From an optimization exercise on the open Yosys and OpenROAD flow, aimed at small area, a short achievable clock period and few clock cycles per item; shortcuts taken in it are not production practice.
Where RTL was checked, it was by simulation tests only, not by an equivalence proof against the original.
No activity file was given, so power comes from the tool's default toggle rates.

run 4:
// ubc_codec
module ubc_codec (
    input  wire        clk,
    input  wire        rst,
    input  wire        enc_start,
    input  wire        enc_in_valid,
    input  wire        enc_in_end,
    input  wire [7:0]  enc_in_data,
    output wire        enc_in_ready,
    output wire        enc_out_valid,
    output wire [20:0] enc_out_data,
    input  wire        enc_out_ready,
    output wire [1:0]  enc_phase,
    output wire [31:0] enc_in_count,
    output wire [31:0] enc_out_count,
    input  wire        dec_start,
    input  wire        dec_mode,
    input  wire        dec_in_valid,
    input  wire        dec_in_end,
    input  wire [20:0] dec_in_data,
    output wire        dec_in_ready,
    output wire        dec_out_valid,
    output wire [7:0]  dec_out_data,
    input  wire        dec_out_ready,
    output wire [1:0]  dec_phase,
    output wire [31:0] dec_idx,
    output wire [31:0] dec_out_count,
    output wire [1:0]  dec_err_kind,
    output wire [31:0] dec_err_idx,
    output wire [6:0]  dec_err_sel
);
Settings: LEC_CHECK=0, ABC_CLOCK_PERIOD_IN_PS=2400, CAP_MARGIN=20, CORE_MARGIN=2, CORE_UTILIZATION=40, CTS_BUF_LIST=sky130_fd_sc_hd__clkbuf_8, CTS_CLUSTER_DIAMETER=60, CTS_CLUSTER_SIZE=20, SETUP_SLACK_MARGIN=3.6, SLEW_MARGIN=20; clock period 6.0 ns.
standard.sh (not shown) runs the stock make flow with config.mk's settings and CLKGATE_MAP_FILE= SYNTH_SCRIPT=/design/flow/synth_recipe.tcl, a recipe that flattens the netlist after the stock synthesis.
==> flow/flow/run.sh <==
#!/bin/bash
# Standard layout, with plain buf_1 cells as the port buffers.
set -euo pipefail
export BUFFER_PORTS_ARGS="-buffer_cell sky130_fd_sc_hd__buf_1"
bash standard.sh > standard_flow.log 2>&1
Run 4: flow completed, timing, DRC and antenna clean
Testbench counts of run 4, summed over its fixed seeds: cycles 35,279, items 65,871.
diff inputs: run 4 => run 5
Settings: CTS_CLUSTER_DIAMETER: 60 -> unset; CTS_BUF_LIST: sky130_fd_sc_hd__clkbuf_8 -> unset; CTS_CLUSTER_SIZE: 20 -> unset.
### Flow results
Cmp run 5 vs run 4: proportion of cell area occupied by registers lower in run 5
Run 5 did not stop at any stage, and its layout met the timing, design-rule and antenna checks.
Diff run 4 -> run 5: routed wire length barely changed, max-slew headroom at the worst pin barely changed, worst-skew pair later-pin latency dropped 110 ps, finished layout cell area barely changed.

Another version of the RTL of ubc_codec (not shown whole).
For scale: ~1400 cells after synthesis, ~14000 sq um of cells after synthesis.
==> flow/config.mk <==
export PLATFORM = sky130hd
export DESIGN_NAME = ubc_codec
export DESIGN_NICKNAME = ubc_codec
export VERILOG_FILES = /design/flow/design.v
export SDC_FILE = /design/flow/constraint.sdc
export NUM_CORES = 4
export LEC_CHECK = 0
export ABC_CLOCK_PERIOD_IN_PS = 2500
export CAP_MARGIN = 20
export CORE_MARGIN = 2
export CORE_UTILIZATION = 40
export CTS_BUF_LIST = sky130_fd_sc_hd__clkbuf_8
export CTS_CLUSTER_DIAMETER = 55
export CTS_CLUSTER_SIZE = 18
export SETUP_SLACK_MARGIN = 3.5
export SLEW_MARGIN = 20
==> flow/constraint.sdc <==
create_clock -name core_clock -period 6.0 [get_ports {clk}]
set_input_delay 1.2000 -clock core_clock [delete_from_list [all_inputs] [get_ports {clk}]]
set_output_delay 1.2000 -clock core_clock [all_outputs]
set_load 0.01 [all_outputs]
Scripts as last shown in full above: flow/flow/run.sh
The baseline passed the timing, design-rule and antenna checks.
Testbench counts at the start, summed over its fixed seeds: cycles 35,192, items 65,871.
==> next run, changes <==
CTS_CLUSTER_DIAMETER = 50   (was 55)
CTS_CLUSTER_SIZE = 16   (was 18)
GPL_TIMING_DRIVEN = 0   (was not set)
- synthesized cell count does not change
- power grows by 0.38%
- routed wire length grows by 2.4%
- clock power stays flat
- clock skew is about the same
- setup slack is better by 4.3 ps
==> next run, changes <==
CTS_BUF_LIST = sky130_fd_sc_hd__clkbuf_4   (was sky130_fd_sc_hd__clkbuf_8)
CTS_CLUSTER_DIAMETER = 40   (was 50)
CTS_CLUSTER_SIZE = 12   (was 16)
GPL_TIMING_DRIVEN = not set   (was 0)
What happened:
- The changed run went through all stages and came out clean
- setup slack got worse by 150 ps
- final cell count is higher by 4.3%
- clock skew is higher by 19 ps
- cell area grows by 11%
- global-route usage increases by 0.39 points
- via count is higher by 4.0%
- power fell by 1.6%
- area after synthesis is unchanged
- sequential power is about the same
- clock power falls by about 3%
- worst hold slack is better by 9.3 ps
==> next run, changes <==
CTS_CLUSTER_SIZE = 10   (was 12)
Count of clock-buffer cells in the layout is higher by 1; wire length goes up by 1.3%; final cell count goes up by 0.58%; cell area goes up by 1.4%.

oak:
ubc_codec, a different RTL version from the one above (not shown whole).
For scale: about 1,400 cells after synthesis, about 290 flip-flops, about 250 I/O pins, about 14,000 sq um of cells after synthesis.
clock: 6.0 ns
lec_check: 0
abc_clock_period_in_ps: 2500
cap_margin: 0
core_margin: 2
core_utilization: 40
cts_buf_list: sky130_fd_sc_hd__clkbuf_8
cts_cluster_diameter: 50
cts_cluster_size: 16
place_density: 0.8
setup_slack_margin: 3.6
slew_margin: 0
Scripts as last shown in full above: flow/flow/run.sh
oak: done, clean on timing, DRC and antenna
Testbench counts of oak, summed over its fixed seeds: cycles 35,192, items 65,871.
## Diff of input files: pine against oak
--- a/flow/config.mk
+++ b/flow/config.mk
@@ -14,3 +14,3 @@
 export CTS_CLUSTER_SIZE = 16
-export PLACE_DENSITY = 0.8
+export PLACE_DENSITY = 0.7
 export SETUP_SLACK_MARGIN = 3.6
==> notes.md <==
Summary: with oak as the reference, post-route standard cell area excluding fillers in pine moved down by a few percent.
pine vs oak: starting DRC count in detailed routing down
On pine: count of clock buffers in the final design is about 16% higher than what oak gave.
Slew at the pin closest to its max-slew limit, pine and oak: smaller value in pine
Higher final cell count among pine and oak: oak
Comparing non-clock buffer total of the final layout for pine and oak, the smaller number came from pine.
Compared with oak, in pine power density normalized to cell area shows an increase of 7.1 nW/um^2, placement-stage worst setup slack went up 0.0030 ns, worst hold slack has decreased, share of the cycle needed by the critical path after routing went down 1.3 points.
Compared with oak, pine shows a lower clock group share of total power.
diff inputs: pine => birch
--- a/flow/config.mk
+++ b/flow/config.mk
@@ -15,3 +15,3 @@
 export PLACE_DENSITY = 0.7
-export SETUP_SLACK_MARGIN = 3.6
+export SETUP_SLACK_MARGIN = 3.65
 export SLEW_MARGIN = 0
Findings:
birch: flow completed, timing, DRC and antenna clean. Higher area of all placed cells without fillers among pine and birch: birch. On via count, pine beats birch. The higher final cell count came out of birch. birch ended with less register-to-register slack than pine. Max freq pine -> birch: degraded. Diff pine -> birch | total power | increase of 4.3%. Comparing pine and birch, the lower total routing usage reported by global routing was measured on pine. Routed wire length, birch vs pine: up slightly.
Input-level comparison between maple and birch:
--- a/flow/config.mk
+++ b/flow/config.mk
@@ -15,3 +15,3 @@
 export PLACE_DENSITY = 0.7
-export SETUP_SLACK_MARGIN = 3.65
+export SETUP_SLACK_MARGIN = 3.5
 export SLEW_MARGIN = 0
Notes after the runs:
Looking at global-route usage across birch and maple, the one that comes out lower is maple.
maple ends up with a layout-stage area growth over the synthesis result that is 4.4 points lower than in birch.
Of birch and maple, the higher vias per cell belongs to birch.
maple has slew at the pin closest to its max-slew limit below what birch had.
maple vs birch: final wirelength down by a few percent
Endpoint of the most critical setup path = dec_err_sel[1]: maple; endpoint of the most critical setup path = enc_out_data[6]: birch

Another version of the RTL of ubc_codec (not shown whole).
Size in the first run: about 1400 cells after synthesis, roughly 290 flip-flops, ~14000 sq um of cells after synthesis.
export LEC_CHECK = 0
export ABC_CLOCK_PERIOD_IN_PS = 2500
export CAP_MARGIN = 20
export CORE_MARGIN = 2
export CORE_UTILIZATION = 40
export CTS_BUF_LIST = sky130_fd_sc_hd__clkbuf_8
export CTS_CLUSTER_DIAMETER = 50
export CTS_CLUSTER_SIZE = 16
export SETUP_SLACK_MARGIN = 3.3
export SLEW_MARGIN = 20
create_clock -name core_clock -period 6.0 [get_ports {clk}]
Scripts as last shown in full above: flow/flow/run.sh
The first run completed without violations.
Next try:
- ABC_CLOCK_PERIOD_IN_PS: 2500 -> 2300
- SETUP_SLACK_MARGIN: 3.3 -> 3.7
What happened: The changed run ran to the end with no violations. First-iteration DRC count goes up by 7.9%. Via count rose by about 4%. Hold slack improved by 3.1 ps. Core utilization went up by 4.4 points. Routed wire length rises by 5.0%. Synthesized cell count does not change. Maximum frequency increases by about 2%.
No run of this note included a check of the RTL's function; only the layout flow was run.

## the reference run
Another version of the RTL of ubc_codec (not shown whole).
Size: ~1400 cells after synthesis, ~270 flip-flops, about 250 I/O pins, ~0.013 mm2 of cells after synthesis.
==> flow/design.v (excerpt) <==
module ubc_codec (
    input  wire        clk,
    input  wire        rst,
    input  wire        enc_start,
    input  wire        enc_in_valid,
    input  wire        enc_in_end,
    input  wire [7:0]  enc_in_data,
    output wire        enc_in_ready,
    output wire        enc_out_valid,
    output wire [20:0] enc_out_data,
    input  wire        enc_out_ready,
    output wire [1:0]  enc_phase,
    output wire [31:0] enc_in_count,
    output wire [31:0] enc_out_count,
    input  wire        dec_start,
    input  wire        dec_mode,
    input  wire        dec_in_valid,
    input  wire        dec_in_end,
    input  wire [20:0] dec_in_data,
    output wire        dec_in_ready,
    output wire        dec_out_valid,
    output wire [7:0]  dec_out_data,
    input  wire        dec_out_ready,
    output wire [1:0]  dec_phase,
    output wire [31:0] dec_idx,
    output wire [31:0] dec_out_count,
    output wire [1:0]  dec_err_kind,
    output wire [31:0] dec_err_idx,
    output wire [6:0]  dec_err_sel
);
Settings: LEC_CHECK=0, ABC_CLOCK_PERIOD_IN_PS=3000, CAP_MARGIN=20, CORE_MARGIN=2, CORE_UTILIZATION=40, SETUP_SLACK_MARGIN=3.0, SLEW_MARGIN=20; clock period 6.0 ns.
Scripts as last shown in full above: flow/flow/run.sh
Modified inputs, the trial run compared to the reference run
Settings: ABC_CLOCK_PERIOD_IN_PS: 3000 -> 2600; SETUP_SLACK_MARGIN: 3.0 -> 3.4.
==> comparison <==
The trial run vs. the reference run: share of power burned in combinational logic went up by 1.1 points.
From the reference run to the trial run the numbers moved as follows: HPWL after detailed placement increased by 370 um relative to the old numbers, power per standard cell area decreased by 6.7% relative to the old numbers, power attributed to the clock group closely matched the old numbers, share of power burned in registers decreased by 0.7 points relative to the old numbers.
Going from the reference run to the trial run, number of standard cells in the layout, taps in and fillers out grew by a few percent.
The trial run against the reference run: count of vias placed by the detailed router saw an increase; final wirelength saw an increase.
No run of this note included a check of the RTL's function; only the layout flow was run.

==> re-timing with driven ports <==
The flow's constraints put no driver on any port. The routed layouts listed below were extracted and timed again, unchanged, in two steps. Step 1: set_driving_cell puts a clkbuf_16 on clk and a buf_2 on each other input, an assumption about the parent block. Step 2, shift: input delay + t, output delay - t, t = (earliest + latest rising clock arrival at the registers) / 2. This alone moves slack from input paths to output paths. a / b / c = no drivers / after step 1 / after step 2; a / b = the first two.
run | t (ns) | slack for setup (ns) | latest minus earliest clock arrival (ns) | slew at the worst register clock pin (ns) | pins driven straight from the clock port
run 4 | 0.650 | 3.452 / 3.478 / 2.828 | 0.043 / 0.044 | 0.13 / 0.13 | 1
run 5 | 0.550 | 3.343 / 3.369 / 2.819 | 0.019 / 0.019 | 0.06 / 0.06 | 1
the first run of note 2 | 0.649 | 3.550 / 3.506 / 2.972 | 0.036 / 0.037 | 0.11 / 0.11 | 1
the second run of note 2 | 0.577 | 3.554 / 3.528 / 2.998 | 0.034 / 0.034 | 0.10 / 0.10 | 1
the third run of note 2 | 0.785 | 3.402 / 3.359 / 2.956 | 0.060 / 0.060 | 0.11 / 0.11 | 1
the fourth run of note 2 | 0.778 | 3.420 / 3.377 / 2.834 | 0.048 / 0.048 | 0.11 / 0.11 | 1
oak | 0.659 | 3.575 / 3.532 / 3.077 | 0.037 / 0.037 | 0.10 / 0.10 | 1
pine | 0.587 | 3.654 / 3.611 / 3.150 | 0.036 / 0.037 | 0.09 / 0.09 | 1
birch | 0.593 | 3.611 / 3.566 / 3.145 | 0.036 / 0.036 | 0.10 / 0.10 | 1
maple | 0.575 | 3.587 / 3.544 / 3.078 | 0.027 / 0.027 | 0.10 / 0.10 | 1
the first run of note 4 | 0.601 | 3.426 / 3.452 / 2.851 | 0.038 / 0.038 | 0.10 / 0.10 | 1
the second run of note 4 | 0.591 | 3.477 / 3.478 / 2.887 | 0.047 / 0.047 | 0.09 / 0.09 | 1
the reference run | 0.595 | 3.068 / 3.017 / 2.541 | 0.022 / 0.022 | 0.06 / 0.06 | 1
the trial run | 0.599 | 3.086 / 3.034 / 2.850 | 0.020 / 0.021 | 0.06 / 0.06 | 1
After both steps setup and hold are still met in every run listed. The setup slack of run 4, which loses most, moves by +0.026 ns with the drivers and by -0.624 ns with both steps.
